This design comes from an exercise in tuning for small area on the open sky130 flow, not from production work.

// hdspbus
module hdspbus (
    input  wire        clk,
    input  wire        rst,         
    input  wire        cmd_valid,
    output wire        cmd_ready,
    input  wire [31:0] cmd,
    output wire [15:0] status,
    output reg  [7:0]  a_out,
    output reg  [7:0]  d_out,
    output reg         d_oe,
    input  wire [7:0]  d_in,
    output reg  [7:0]  ce_n,
    output reg         wr_n,
    output reg         rd_n
);
export LEC_CHECK = 0
export CAP_MARGIN = 20
export CORE_MARGIN = 2
export CORE_UTILIZATION = 40
export PLACE_DENSITY = 0.6
export SLEW_MARGIN = 20
create_clock -name core_clock -period 10.0 [get_ports {clk}]
standard.sh (not shown) runs the stock make flow with config.mk's settings and CLKGATE_MAP_FILE= SYNTH_SCRIPT=/design/flow/synth_recipe.tcl, a recipe that flattens the netlist after the stock synthesis.
==> flow/flow/run.sh <==
#!/bin/bash
# Layout flow: the standard synthesis, then an area-oriented re-mapping
# of the combinational logic only (every flip-flop instance is kept as the
# standard synthesis made it), then the standard layout steps.
# Port buffers use the smallest buffer; the clock tree uses clkbuf_4.
# Logs: synth.log, reopt_yosys.log, reopt_check.log, standard.log (make),
# and the ORFS logs under orfs/logs.
set -u
export BUFFER_PORTS_ARGS="-buffer_cell sky130_fd_sc_hd__buf_1"
export CTS_ARGS="-sink_clustering_enable -repair_clock_nets -dont_use_dummy_load -buf_list sky130_fd_sc_hd__clkbuf_8 -sink_clustering_size 12 -sink_clustering_max_diameter 40"

bash standard.sh synth > synth.log 2>&1 || exit 1

R=orfs/results/${FLOW_PLATFORM}/hdspbus/base
LIB=${FLOW_HOME}/platforms/sky130hd/lib/sky130_fd_sc_hd__tt_025C_1v80.lib
YOSYS=yosys
command -v yosys > /dev/null || YOSYS=${FLOW_HOME}/../tools/install/yosys/bin/yosys
DU=""
for c in sky130_fd_sc_hd__probe_p_8 sky130_fd_sc_hd__probec_p_8 sky130_fd_sc_hd__lpflow_bleeder_1 \
    sky130_fd_sc_hd__lpflow_clkbufkapwr_1 sky130_fd_sc_hd__lpflow_clkbufkapwr_16 sky130_fd_sc_hd__lpflow_clkbufkapwr_2 \
    sky130_fd_sc_hd__lpflow_clkbufkapwr_4 sky130_fd_sc_hd__lpflow_clkbufkapwr_8 sky130_fd_sc_hd__lpflow_clkinvkapwr_1 \
    sky130_fd_sc_hd__lpflow_clkinvkapwr_16 sky130_fd_sc_hd__lpflow_clkinvkapwr_2 sky130_fd_sc_hd__lpflow_clkinvkapwr_4 \
    sky130_fd_sc_hd__lpflow_clkinvkapwr_8 sky130_fd_sc_hd__lpflow_decapkapwr_12 sky130_fd_sc_hd__lpflow_decapkapwr_3 \
    sky130_fd_sc_hd__lpflow_decapkapwr_4 sky130_fd_sc_hd__lpflow_decapkapwr_6 sky130_fd_sc_hd__lpflow_decapkapwr_8 \
    sky130_fd_sc_hd__lpflow_inputiso0n_1 sky130_fd_sc_hd__lpflow_inputiso0p_1 sky130_fd_sc_hd__lpflow_inputiso1n_1 \
    sky130_fd_sc_hd__lpflow_inputiso1p_1 sky130_fd_sc_hd__lpflow_inputisolatch_1 sky130_fd_sc_hd__lpflow_isobufsrc_1 \
    sky130_fd_sc_hd__lpflow_isobufsrc_16 sky130_fd_sc_hd__lpflow_isobufsrc_2 sky130_fd_sc_hd__lpflow_isobufsrc_4 \
    sky130_fd_sc_hd__lpflow_isobufsrc_8 sky130_fd_sc_hd__lpflow_isobufsrckapwr_16 \
    sky130_fd_sc_hd__lpflow_lsbuf_lh_hl_isowell_tap_1 sky130_fd_sc_hd__lpflow_lsbuf_lh_hl_isowell_tap_2 \
    sky130_fd_sc_hd__lpflow_lsbuf_lh_hl_isowell_tap_4 sky130_fd_sc_hd__lpflow_lsbuf_lh_isowell_4 \
    sky130_fd_sc_hd__lpflow_lsbuf_lh_isowell_tap_1 sky130_fd_sc_hd__lpflow_lsbuf_lh_isowell_tap_2 \
    sky130_fd_sc_hd__lpflow_lsbuf_lh_isowell_tap_4; do DU="$DU -dont_use $c"; done

cp $R/1_2_yosys.v std_1_2_yosys.v
mkdir -p reopt
cat > reopt/reopt.ys <<Y
read_liberty -ignore_miss_func $LIB
blackbox sky130_fd_sc_hd__dfxtp_1 sky130_fd_sc_hd__edfxtp_1
read_verilog std_1_2_yosys.v
hierarchy -top ${FLOW_TOP}
flatten
opt -purge
abc -liberty $LIB $DU -script flow/area.abc
opt_clean -purge
setundef -zero
hilomap -singleton -hicell sky130_fd_sc_hd__conb_1 HI -locell sky130_fd_sc_hd__conb_1 LO
splitnets
opt_clean -purge
stat -liberty $LIB
write_verilog -noexpr -nohex -nodec -noattr reopt/new.v
Y
# combinational equivalence of the re-mapped logic: flip-flops cut into
# inputs (Q) and outputs (D, DE), matched by instance name
cat > reopt/check.ys <<Y
read_liberty -ignore_miss_func $LIB
read_verilog reopt/g.v
rename ${FLOW_TOP} gold
read_verilog reopt/n.v
rename ${FLOW_TOP} gate
flatten gold gate
miter -equiv -flatten -make_assert gold gate miter
hierarchy -top miter
sat -verify -prove-asserts miter
Y
ok=0
if $YOSYS -s reopt/reopt.ys > reopt_yosys.log 2>&1 \
   && python3 flow/cut.py std_1_2_yosys.v reopt/g.v && python3 flow/cut.py reopt/new.v reopt/n.v \
   && $YOSYS -s reopt/check.ys > reopt_check.log 2>&1; then
  ok=1
fi
if [[ $ok == 1 ]]; then
  echo "re-mapped netlist proven equivalent; using it" >> reopt_check.log
  cp reopt/new.v $R/1_2_yosys.v
  rm -f $R/1_synth.odb $R/1_synth.sdc
else
  echo "re-mapping not used" >> reopt_check.log
fi

bash standard.sh > standard.log 2>&1
Other scripts of this flow, unchanged in this note and not shown: flow/flow/area.abc, flow/flow/cut.py
The first run produced a clean layout.
Change:
--- a/flow/flow/run.sh
+++ b/flow/flow/run.sh
@@ -10 +10 @@
-export CTS_ARGS="-sink_clustering_enable -repair_clock_nets -dont_use_dummy_load -buf_list sky130_fd_sc_hd__clkbuf_8 -sink_clustering_size 12 -sink_clustering_max_diameter 40"
+export CTS_ARGS="-sink_clustering_enable -repair_clock_nets -dont_use_dummy_load -buf_list \"sky130_fd_sc_hd__clkbuf_4 sky130_fd_sc_hd__clkbuf_8\" -sink_clustering_size 12 -sink_clustering_max_diameter 40"
=>
- area after synthesis is unchanged
- core utilization stays the same
- register-to-register slack is about the same
Change:
--- a/flow/flow/run.sh
+++ b/flow/flow/run.sh
@@ -10 +10 @@
-export CTS_ARGS="-sink_clustering_enable -repair_clock_nets -dont_use_dummy_load -buf_list \"sky130_fd_sc_hd__clkbuf_4 sky130_fd_sc_hd__clkbuf_8\" -sink_clustering_size 12 -sink_clustering_max_diameter 40"
+export CTS_ARGS="-sink_clustering_enable -repair_clock_nets -dont_use_dummy_load -buf_list sky130_fd_sc_hd__clkbuf_4 -sink_clustering_size 12 -sink_clustering_max_diameter 40"
Result:
- worst setup slack gets better by 0.011 ns
- wire length is higher by 0.73%
- maximum frequency barely changes
No functional check of the RTL was part of any run of this note.

## afterwards: timing with drivers on the ports
In the flow no input, the clock included, has a driving cell. The finished layouts below were timed again as built, in two steps.
Step 1 assumes that a clkbuf_16 drives the clock port and a buf_2 every other input.
Step 2 adds t to the input delays and takes it off the output delays; t is the mean of the earliest and latest rising clock arrival at the registers after step 1. Input paths then give back, and output paths get back, about the clock's delay inside the block.
a / b / c = ideal ports / drivers / drivers and shift; a / b = the first two.
run | t (ns) | setup WS [ns] | latest minus earliest clock arrival (ns) | worst register clock-pin slew, ns
the first run | 0.453 | 4.746 / 4.763 / 4.310 | 0.034 / 0.034 | 0.08 / 0.08
the second run | 0.453 | 4.746 / 4.763 / 4.310 | 0.034 / 0.034 | 0.08 / 0.08
the third run | 0.526 | 4.757 / 4.772 / 4.246 | 0.052 / 0.052 | 0.12 / 0.12
After both steps every run listed still meets setup and hold. The setup slack of the third run, which loses most, moves by +0.015 ns with the drivers and by -0.511 ns with both steps.
